Source: an optimization exercise on an open RTL-to-GDS flow (aim: small area). Production flows keep margins and buffers that such runs may drop.
Only simulation tests tie the RTL to the original design; equivalence was not proved.
The clock port is modelled as an ideal driver, which makes a skipped or thinned clock tree look cheaper than it is; a real chip needs a root buffer or a tree.
Power and IR drop assume default switching activity.

## umfm_codec
module umfm_codec (
    input  wire        clk,
    input  wire        rst,
    input  wire        cmd_valid,
    input  wire [3:0]  cmd_op,
    input  wire [31:0] cmd_arg,
    output reg         rsp_valid,
    output wire [31:0] rsp_data,
    output wire        rsp_illegal
);
clock: 5.0 ns
lec_check: 0
abc_area: 1
cap_margin: 20
core_area: 2.3 2.72 62.56 62.56
die_area: 0 0 65 65
slew_margin: 20
standard.sh (not shown) runs the stock make flow with config.mk's settings and CLKGATE_MAP_FILE= SYNTH_SCRIPT=/design/flow/synth_recipe.tcl, a recipe that flattens the netlist after the stock synthesis.
==> flow/flow/run.sh <==
#!/bin/bash
# Own layout flow: the standard ORFS flow (standard.sh) with these changes:
#  - after the standard synthesis, the gates between the registers are
#    re-mapped with a stronger ABC script, several seeds, keeping the
#    smallest (flow/resyn_best.sh, flow/resyn.sh); the registers are
#    untouched, and each new netlist is proven equivalent before it is used;
#  - each port gets the smallest buffer (buf_1);
#  - the clock tree is a few clock buffers fed from the clock port, one per
#    cluster of registers (flow/manual_cts.tcl);
#  - power recovery after global routing downsizes non-critical gates.
# Each tool writes its full output to a log file in this folder (and ORFS's
# own logs under orfs/logs/).
set -euo pipefail
here=$(pwd)
R=$here/orfs/results/sky130hd/umfm_codec/base
export BUFFER_PORTS_ARGS="-buffer_cell sky130_fd_sc_hd__buf_1"
export PRE_CTS_TCL=$here/flow/manual_cts.tcl
export MANUAL_CTS_BUF=${MANUAL_CTS_BUF:-sky130_fd_sc_hd__clkbuf_4}
export MANUAL_CTS_N=${MANUAL_CTS_N:-3}
export RECOVER_POWER=100

bash standard.sh synth > standard_synth.log 2>&1
cp $R/1_2_yosys.v $here/standard_1_2_yosys.v
if bash flow/resyn_best.sh $here/standard_1_2_yosys.v $here/resyn/out.v $here/resyn > resyn.log 2>&1; then
  cp $here/resyn/out.v $R/1_2_yosys.v
  echo "resyn: using the re-mapped netlist" >> resyn.log
else
  echo "resyn: failed, keeping the standard netlist" >> resyn.log
fi
bash standard.sh finish > standard_flow.log 2>&1
Other scripts of this flow, unchanged in this note and not shown: flow/flow/cutregs.py, flow/flow/manual_cts.tcl, flow/flow/resyn.abc, flow/flow/resyn.sh, flow/flow/resyn_best.sh
Edit:
==> flow/design.v (replaced) <==
module umfm_codec (
    input  wire        clk,
    input  wire        rst,
    input  wire        cmd_valid,
    input  wire [3:0]  cmd_op,
    input  wire [31:0] cmd_arg,
    output reg         rsp_valid,
    output wire [31:0] rsp_data,
    output wire        rsp_illegal
);
    localparam [3:0] OP_SETMODE = 4'h1;
    localparam [3:0] OP_RESET   = 4'h2;
    localparam [3:0] OP_ENCBIT  = 4'h3;
    localparam [3:0] OP_ENCBYTE = 4'h4;
    localparam [3:0] OP_ENCWORD = 4'h5;
    localparam [3:0] OP_DECBIT  = 4'h6;
    localparam [3:0] OP_DECW16  = 4'h7;
    localparam [3:0] OP_DECW32  = 4'h8;
    localparam [3:0] OP_SYNCBIT = 4'h9;
    localparam MODE_FM  = 1'b0;
    localparam MODE_POR = MODE_FM;   
    localparam PH_CLOCK = 1'b0;
    localparam PH_DATA  = 1'b1;
    localparam [14:0] SYNC_P = 15'b100100010010001;
    reg       mode;
    reg       last_bit;
    reg       last_phase;
    reg [3:0] sync_progress;
    reg [15:0] r;            
    reg        f_blk;        
    reg        f_wi;         
    wire go      = cmd_valid & ~rst;
    wire c_set   = go & (cmd_op == OP_SETMODE);
    wire c_rst   = go & (cmd_op == OP_RESET);
    wire c_ebit  = go & (cmd_op == OP_ENCBIT);
    wire c_byte  = go & (cmd_op == OP_ENCBYTE);
    wire c_word  = go & (cmd_op == OP_ENCWORD);
    wire c_dbit  = go & (cmd_op == OP_DECBIT);
    wire c_d16   = go & (cmd_op == OP_DECW16);
    wire c_d32   = go & (cmd_op == OP_DECW32);
    wire c_sync  = go & (cmd_op == OP_SYNCBIT);
    wire c_ill   = go & ((cmd_op == 4'h0) | (cmd_op > OP_SYNCBIT));
    wire c_enc   = c_byte | c_word;           
    wire c_dec   = c_d16 | c_d32;             
    wire fm      = (mode == MODE_FM);
    wire bit_in  = cmd_arg[0];
    reg [3:0] sync_next;
    reg       sync_detected;
    always @(*) begin
        sync_detected = 1'b0;
        if (sync_progress == 4'd15) begin
            sync_next = 4'd15;
        end else if (bit_in == SYNC_P[sync_progress]) begin
            sync_next = sync_progress + 4'd1;
            if (sync_progress == 4'd14)
                sync_detected = 1'b1;
        end else begin
            case (sync_progress)
                4'd0, 4'd4, 4'd11: sync_next = 4'd0;
                4'd7, 4'd14:       sync_next = 4'd4;
                default:           sync_next = 4'd1;
            endcase
        end
    end
    reg [15:0] r_next;
    integer k;
    always @(*) begin
        r_next[0] = ((c_ebit | c_dec) & cmd_arg[0])
                  | (c_enc  & last_bit)
                  | (c_dbit & ~last_phase & cmd_arg[0])
                  | (c_sync & sync_detected);
        r_next[1] = (c_ebit & (fm | (~cmd_arg[0] & ~last_bit)))
                  | (c_dbit & ~last_phase)
                  | (c_dec  & cmd_arg[2])
                  | (c_word & cmd_arg[8])
                  | (c_byte & last_bit);
        for (k = 1; k < 8; k = k + 1) begin
            r_next[2*k]   = (c_enc & cmd_arg[k])
                          | (((2*k < 8) ? c_dec : c_d32) & cmd_arg[4*k]);
            r_next[2*k+1] = (c_enc & cmd_arg[8+k])
                          | (((2*k+1 < 8) ? c_dec : c_d32) & cmd_arg[4*k+2]);
        end
    end
    always @(posedge clk) begin
        r           <= r_next;
        f_blk       <= c_enc;
        f_wi        <= c_word | c_ill;
        rsp_valid   <= go;
        if (rst) begin
            mode          <= MODE_POR;
            last_bit      <= 1'b1;
            last_phase    <= PH_DATA;
            sync_progress <= 4'd0;
        end else begin
            if (c_set)
                mode <= cmd_arg[0];
            if (c_set | c_rst) begin
                last_bit      <= 1'b1;
                last_phase    <= PH_DATA;
                sync_progress <= 4'd0;
            end
            if (c_ebit | c_enc)
                last_bit <= cmd_arg[0];
            if (c_dbit)
                last_phase <= ~last_phase;
            if (c_sync)
                sync_progress <= sync_next;
        end
    end
    wire f_word = f_blk & f_wi;              
    assign rsp_illegal = ~f_blk & f_wi;      
    wire [16:0] v = {r[0], r[15], r[13], r[11], r[9], r[7], r[5], r[3],
                     r[1], r[14], r[12], r[10], r[8],
                     r[6], r[4], r[2], last_bit};
    reg [31:0] rd;
    always @(*) begin
        for (k = 0; k < 8; k = k + 1) begin
            rd[2*k]   = (k == 0 && f_blk) ? last_bit : r[2*k];
            rd[2*k+1] = f_blk ? (fm | (~v[k] & ~v[k+1])) : r[2*k+1];
        end
        for (k = 8; k < 16; k = k + 1) begin
            rd[2*k]   = f_word & v[k];
            rd[2*k+1] = f_word & (fm | (~v[k] & ~v[k+1]));
        end
    end
    assign rsp_data = rd;
endmodule
- clock power is higher by 5.0%
- total power is higher by 2.0%
- cell count goes up by 0.40%
- clock skew goes up by 0.018 ns
- utilization grows by 0.59 points
- final area increases by 1.4%
- routed wire length stays flat
- die area is unchanged
- combinational power rose by 5.8%
In every run of this note, the design's own scripts or RTL, not TritonCTS, make the clock network.

afterwards: timing with drivers on the ports:
The flow's constraints put no driver on any port. The routed layouts listed below were extracted and timed again, unchanged, in two steps.
Step 1 assumes that a clkbuf_16 drives the clock port and a buf_2 every other input.
Step 2 adds t to the input delays and takes it off the output delays; t is the mean of the earliest and latest rising clock arrival at the registers after step 1. Input paths then give back, and output paths get back, about the clock's delay inside the block.
Three values: ideal ports, drivers, drivers and shift; two values: the first two.
| run | shift t [ns] | slack for setup (ns) | worst slew at a driven data input, ns |
|---|---|---|---|
| the first run | 0.193 | 2.103 / 2.065 / 2.257 | 0.04 |
| the second run | 0.185 | 2.086 / 2.062 / 1.912 | 0.04 |
After both steps setup and hold are still met in every run listed. The setup slack of the second run, which loses most, moves by -0.024 ns with the drivers and by -0.174 ns with both steps.
